This design comes from an exercise in tuning for small area on the open sky130 flow, not from production work. Only simulation tests tie the RTL to the original design; equivalence was not proved. The clock port is modelled as an ideal driver; clocking choices that lean on that would not hold on a real chip. Power figures rest on the tool's default switching activity, not on a simulated workload.

== v22 ==
## bc211_core
module bc211_core (
    input  wire        clk,
    input  wire        rst,
    input  wire [7:0]  cfg_debounce_n,
    input  wire        cfg_notify_en,
    input  wire        tick,
    input  wire        stop,
    input  wire [31:0] now,
    output reg         hid_open,
    input  wire        hid_open_done,
    input  wire        hid_open_ok,
    output reg         hid_close,
    output wire        tx_valid,
    output reg  [7:0]  tx_data,
    output wire        tx_last,
    input  wire        tx_ready,
    input  wire        tx_done,
    input  wire [1:0]  tx_status,
    output wire        rx_req,
    input  wire        rx_valid,
    input  wire [7:0]  rx_data,
    input  wire        rx_timeout,
    output wire [50:0] snap,        
    output wire [5:0]  err,         
    output wire [2:0]  link_sst,
    output wire        link_rc,
    output wire [2:0]  link_bst,
    output wire [5:0]  ev_valid,
    output wire [17:0] ev_prev,
    output wire [17:0] ev_new,
    output wire [31:0] ev_ts,
    output wire [5:0]  nt_valid,
    output wire [17:0] nt_summary
);
export LEC_CHECK = 0
export CAP_MARGIN = 0
export CORE_MARGIN = 2
export CORE_UTILIZATION = 80
export CTS_BUF_LIST = sky130_fd_sc_hd__clkbuf_8
export SLEW_MARGIN = 0
create_clock -name core_clock -period 10.0 [get_ports {clk}]
standard.sh (not shown) runs the stock make flow with config.mk's settings and CLKGATE_MAP_FILE= SYNTH_SCRIPT=/design/flow/synth_recipe.tcl, a recipe that flattens the netlist after the stock synthesis.
==> flow/flow/run.sh <==
#!/bin/bash
# The standard layout with three changes:
#  - synthesis leaves the adders to ABC and maps the logic with an
#    area-oriented ABC script (flow/area.abc); the flip-flops and every other
#    synthesis step are the standard ones (flow/synth_area.tcl);
#  - the port buffers are made from the smallest buffer cell (resizing still
#    upsizes any that timing or slew needs);
#  - the clock tree is two levels of buffers built by flow/clock_tree.tcl
#    before CTS, in place of TritonCTS's H-tree.
set -euo pipefail
here=$PWD
sed "s#SYNTH_SCRIPT=[^ ]*#SYNTH_SCRIPT=$here/flow/synth_area.tcl#" standard.sh > area_standard.sh
grep -q "SYNTH_SCRIPT=$here/flow/synth_area.tcl" area_standard.sh
export AREA_ABC_SCRIPT=$here/flow/area.abc
export BUFFER_PORTS_ARGS="-buffer_cell sky130_fd_sc_hd__buf_1"
export PRE_CTS_TCL=$here/flow/clock_tree.tcl
export CTS_ARGS="-clk_nets clk -dont_use_dummy_load -buf_list sky130_fd_sc_hd__clkbuf_8"
bash area_standard.sh synth > synth.log 2>&1
bash area_standard.sh finish > finish.log 2>&1
Other scripts of this flow, unchanged in this note and not shown: flow/flow/area.abc, flow/flow/clock_tree.tcl, flow/flow/synth_area.tcl
v22 finished every step from synthesis to the final layout, and the layout passed the timing, design-rule and antenna checks.
For v46, these inputs were changed with respect to v22:
- CORE_UTILIZATION now 88, was 80
Notes after the runs:
No final results exist for v46, since it was stopped by error GPL-0301 during 3_1_place_gp_skip_io.
Summary of v46 over v22: die extent in x moved down, number of rows created at floorplan moved down, height of the die moved down, initial core utilization moved up.
v22 -> v46: area after synthesis delta 0, exact match
As far as synthesized cell count goes, v46 and v22 are indistinguishable; the numbers are identical.
Edits applied to the flow inputs when going from v46 to v25:
- a change of CORE_UTILIZATION from 88 to 40
[summary]
v25 ended with every stage complete and zero timing, DRC or antenna violations. As far as area after synthesis goes, v25 and v46 are indistinguishable; the numbers are identical. Number of storage elements in the synthesis netlist came out exactly the same in v46 and v25. Number of instances in the synthesized netlist: v46 vs v25 identical. Chip height (higher): v25. For number of rows created at floorplan, dividing the value from v46 by the value from v25 gives 0.67. Starting utilization of the core area: v25 vs v46 down 50 points.

* * *

== job 101 ==
Starting RTL as in the previous note.
Settings: LEC_CHECK=0, CAP_MARGIN=0, CORE_MARGIN=2, CORE_UTILIZATION=40, CTS_BUF_LIST=sky130_fd_sc_hd__clkbuf_8, SLEW_MARGIN=0; clock period 10.0 ns.
==> flow/flow/area.abc <==
strash
dch -f
amap
mfs2
strash
dch -f
amap
mfs2
strash
dch -f
amap
topo
Scripts as last shown in full above: flow/flow/run.sh
Other scripts of this flow, unchanged in this note and not shown: flow/flow/clock_tree.tcl, flow/flow/synth_area.tcl
Job 101 closes out successfully: all stages finished, all timing, DRC and antenna checks passed.
What job 102 does differently from job 101 at the input level:
==> flow/flow/area.abc <==
strash
dch -f
amap
mfs2
strash
dch -f
amap
mfs2
strash
dch -f
amap
mfs2
strash
dch -f
amap
mfs2
strash
dch -f
amap
topo
diff --git a/flow/config.mk b/flow/config.mk
--- a/flow/config.mk
+++ b/flow/config.mk
@@ -9,3 +9,3 @@
 export CORE_MARGIN = 2
-export CORE_UTILIZATION = 40
+export CORE_UTILIZATION = 70
 export CTS_BUF_LIST = sky130_fd_sc_hd__clkbuf_8
==> notes.md <==
- Top metal layer carrying routed signals = met5: job 101; top metal layer carrying routed signals = met4: job 102
- Delta (job 102 minus job 101): share of flip-flops with an asynchronous set or reset after synthesis barely changed, hold slack went up by 0.031 ns, synthesized-area fraction occupied by and/or/nand/nor cells rose 0.49 points, part of the power in combinational logic picked up an extra 0.4 points, die width moved down.
- Against job 101, job 102 comes in 0.14 ns lower on maximum cell stage delay along the critical path.

static timing again, ports no longer ideal:
The results above use ideal ports. As a check the final layouts listed here were re-extracted and re-timed, cells and wires unchanged. Step 1 (the two cells are an assumption about what drives the block):
set clk [get_ports {clk}]
set_driving_cell -lib_cell sky130_fd_sc_hd__clkbuf_16 $clk
set_driving_cell -lib_cell sky130_fd_sc_hd__buf_2 [delete_from_list [all_inputs] $clk]
Step 2 times the ports against the registers' clock, not the clock port: input delays grow and output delays shrink by t, the midpoint of the rising clock arrivals with the driver on. Three values: ideal, step 1, step 2; two values: the first two.
run | t (ns) | setup WS [ns] | worst setup path at the end | worst register clock-pin slew, ns
v22 | 0.419 | 4.872 / 4.831 / 4.627 | input to register | 0.11 / 0.11
v25 | 0.427 | 4.954 / 4.911 / 4.746 | input to register | 0.10 / 0.10
job 101 | 0.429 | 4.555 / 4.577 / 4.147 | input to register | 0.11 / 0.11
job 102 | 0.412 | 4.907 / 4.865 / 4.780 | input to register | 0.11 / 0.11
After both steps setup and hold are still met in every run listed. The setup slack of job 101, which loses most, moves by +0.022 ns with the drivers and by -0.408 ns with both steps.
